This is an optimization exercise on Yosys and OpenROAD, whose aim is small area and a short achievable clock period, not a production implementation.
No driver is modelled on the clock port, so clock power and skew are understated where the tree is cut down; a real chip needs a root buffer or a tree.
No activity file was given, so power comes from the tool's default toggle rates.

// kojisan_scale
module kojisan_scale (
    input  wire        clk,
    input  wire        rst,
    input  wire        in_valid,
    input  wire        in_sel,
    input  wire [15:0] in_raw,
    output reg         out_valid,
    output reg         out_sel,
    output reg  [31:0] out_q
);
clock: 10.0 ns
lec_check: 0
cap_margin: 20
core_margin: 2
core_utilization: 40
slew_margin: 20
run.sh (not shown) runs the stock make flow with config.mk's settings and CLKGATE_MAP_FILE= SYNTH_SCRIPT=/design/flow/synth_recipe.tcl, a recipe that flattens the netlist after the stock synthesis.
Edit:
- ABC_AREA: unset -> 1
What happened:
- The new run went through all stages and came out clean
- worst hold slack degrades by 0.015 ns
- non-clock buffer count does not change
- total power is higher by 5.5%
- via count climbs by 26%
- setup slack gains 0.93 ns
- area after synthesis climbs by 11%
- clock power shrinks by 5.7%
No run of this note included a check of the RTL's function; only the layout flow was run.

========
The RTL this note starts from:
==> flow/design.v <==
module kojisan_scale (
    input  wire        clk,
    input  wire        rst,
    input  wire        in_valid,
    input  wire        in_sel,
    input  wire [15:0] in_raw,
    output reg         out_valid,
    output reg         out_sel,
    output reg  [31:0] out_q
);
    function automatic [31:0] skadd(input [31:0] a, input [31:0] b, input cin);
        reg [31:0] g, p, x;
        integer l, i;
        begin
            x = a ^ b;
            g = a & b;
            p = x;
            g[0] = g[0] | (p[0] & cin);
            for (l = 0; l < 5; l = l + 1)
                for (i = 0; i < 32; i = i + 1)
                    if (((i >> l) & 1) == 1) begin
                        g[i] = g[i] | (p[i] & g[((i >> l) << l) - 1]);
                        p[i] = p[i] & p[((i >> l) << l) - 1];
                    end
            skadd = x ^ {g[30:0], cin};
        end
    endfunction
    function automatic [63:0] bkadd64(input [63:0] a, input [63:0] b, input cin);
        reg [63:0] g, p, x;
        integer l, i;
        begin
            x = a ^ b;
            g = a & b;
            p = x;
            g[0] = g[0] | (p[0] & cin);
            for (l = 0; l < 6; l = l + 1)
                for (i = 0; i < 64; i = i + 1)
                    if ((i % (2 << l)) == (2 << l) - 1) begin
                        g[i] = g[i] | (p[i] & g[i - (1 << l)]);
                        p[i] = p[i] & p[i - (1 << l)];
                    end
            for (l = 4; l >= 0; l = l - 1)
                for (i = 0; i < 64; i = i + 1)
                    if (i >= (3 << l) - 1 && (i % (2 << l)) == (1 << l) - 1) begin
                        g[i] = g[i] | (p[i] & g[i - (1 << l)]);
                        p[i] = p[i] & p[i - (1 << l)];
                    end
            bkadd64 = x ^ {g[62:0], cin};
        end
    endfunction
    function automatic [31:0] bkadd(input [31:0] a, input [31:0] b, input cin);
        reg [31:0] g, p, x;
        integer l, i;
        begin
            x = a ^ b;
            g = a & b;
            p = x;
            g[0] = g[0] | (p[0] & cin);
            for (l = 0; l < 5; l = l + 1)
                for (i = 0; i < 32; i = i + 1)
                    if ((i % (2 << l)) == (2 << l) - 1) begin
                        g[i] = g[i] | (p[i] & g[i - (1 << l)]);
                        p[i] = p[i] & p[i - (1 << l)];
                    end
            for (l = 3; l >= 0; l = l - 1)
                for (i = 0; i < 32; i = i + 1)
                    if (i >= (3 << l) - 1 && (i % (2 << l)) == (1 << l) - 1) begin
                        g[i] = g[i] | (p[i] & g[i - (1 << l)]);
                        p[i] = p[i] & p[i - (1 << l)];
                    end
            bkadd = x ^ {g[30:0], cin};
        end
    endfunction
    reg [15:0] r1; reg s1, v1;
    reg [18:0] a2; reg s2, v2;
    reg [23:0] n3; reg s3, v3;
    wire [31:0] rr  = {16'd0, r1};
    wire [31:0] a   = skadd(rr << 3, ~rr, 1'b1);
    wire [18:0] am  = s1 ? {1'b0, r1, 2'b00} : a[18:0];
    wire [31:0] t1  = {9'd0, a2, 4'b0000};
    wire [31:0] t2  = {10'd0, a2, 3'b000};
    wire [31:0] t3  = {13'd0, a2};
    wire [31:0] cs  = t1 ^ t2 ^ t3;
    wire [31:0] cc  = ((t1 & t2) | (t1 & t3) | (t2 & t3)) << 1;
    wire [31:0] n   = bkadd(cs, cc, 1'b0);
    wire [63:0] w   = bkadd64({23'd0, 1'b0, n3, 8'h01, n3[23:16]},
                              {23'd0, s3 ? 9'h000 : 9'h1D3, 8'h00, n3}, 1'b0);
    always @(posedge clk) begin
        if (rst) begin v1 <= 1'b0; v2 <= 1'b0; v3 <= 1'b0; out_valid <= 1'b0; end
        else begin v1 <= in_valid; v2 <= v1; v3 <= v2; out_valid <= v3; end
        r1 <= in_raw; s1 <= in_sel;
        a2 <= am;        s2 <= s1;
        n3 <= n[23:0];   s3 <= s2;
        out_q <= w[40:9]; out_sel <= s3;
    end
endmodule
==> flow/config.mk <==
export PLATFORM = sky130hd
export DESIGN_NAME = kojisan_scale
export DESIGN_NICKNAME = kojisan_scale
export VERILOG_FILES = /design/flow/design.v
export SDC_FILE = /design/flow/constraint.sdc
export NUM_CORES = 4
export LEC_CHECK = 0
export CAP_MARGIN = 20
export CORE_MARGIN = 2
export CORE_UTILIZATION = 40
export CTS_BUF_LIST = sky130_fd_sc_hd__clkbuf_8
export CTS_CLUSTER_DIAMETER = 100
export CTS_CLUSTER_SIZE = 40
export SLEW_MARGIN = 20
==> flow/constraint.sdc <==
create_clock -name core_clock -period 10.0 [get_ports {clk}]
set_input_delay 2.0000 -clock core_clock [delete_from_list [all_inputs] [get_ports {clk}]]
set_output_delay 2.0000 -clock core_clock [all_outputs]
set_load 0.01 [all_outputs]
standard.sh (not shown) runs the stock make flow with config.mk's settings and CLKGATE_MAP_FILE= SYNTH_SCRIPT=/design/flow/synth_recipe.tcl, a recipe that flattens the netlist after the stock synthesis.
==> flow/flow/run.sh <==
#!/bin/bash
set -euo pipefail
export BUFFER_PORTS_ARGS="-buffer_cell sky130_fd_sc_hd__buf_1"
export SETUP_SLACK_MARGIN=7.35
bash standard.sh cts > standard_to_cts.log 2>&1
openroad -no_init -exit flow/clktree.tcl > clktree.log 2>&1
bash standard.sh finish > standard_finish.log 2>&1
Other scripts of this flow, unchanged in this note and not shown: flow/flow/clktree.tcl
The starting point ran to the end with no violations.
Then changed:
==> flow/flow/run.sh (replaced) <==
#!/bin/bash
set -euo pipefail
export BUFFER_PORTS_ARGS="-buffer_cell sky130_fd_sc_hd__buf_1"
export SETUP_SLACK_MARGIN=7.25
bash standard.sh cts > standard_to_cts.log 2>&1
openroad -no_init -exit flow/clktree.tcl > clktree.log 2>&1
bash standard.sh finish > standard_finish.log 2>&1
After rerunning: Clock power stays flat. Routed wire length came out higher by a few percent. Global-route usage is about the same. Combinational power came out higher by a few percent. Via count came out higher slightly. Worst hold slack loses 0.0038 ns. Worst setup slack gains 0.027 ns.
No run of this note included a check of the RTL's function; only the layout flow was run. In every run of this note, the design's own scripts or RTL, not TritonCTS, make the clock network.

==> afterwards: timing with drivers on the ports <==
No port has a modelled driver above. Below, the same layouts with a new extraction and two added sets of constraints.
Step 1, drivers: a clkbuf_16 drives clk and a buf_2 each remaining input, both assumed.
Step 2 also shifts input and output timing later by t, the mid clock arrival at the registers, as if the neighbouring blocks saw the same clock.
Slacks: no drivers / after step 1 / after step 2; pairs: no drivers / after step 1.
run | shift t [ns] | setup WS [ns] | hold WS [ns] | latest minus earliest clock arrival (ns) | slew at the worst register clock pin (ns)
the first run of note 1 | 0.383 | 5.155 / 5.155 / 5.155 | 0.344 / 0.344 / 0.344 | 0.007 / 0.006 | 0.07 / 0.07
the second run of note 1 | 0.391 | 6.090 / 6.090 / 6.090 | 0.329 / 0.329 / 0.329 | 0.007 / 0.008 | 0.07 / 0.07
the first run of note 2 | 0.237 | 7.154 / 7.154 / 7.154 | 0.338 / 0.338 / 0.338 | 0.008 / 0.007 | 0.09 / 0.09
the second run of note 2 | 0.236 | 7.181 / 7.181 / 7.181 | 0.334 / 0.334 / 0.334 | 0.009 / 0.009 | 0.09 / 0.09
After both steps setup and hold are still met in every run listed.
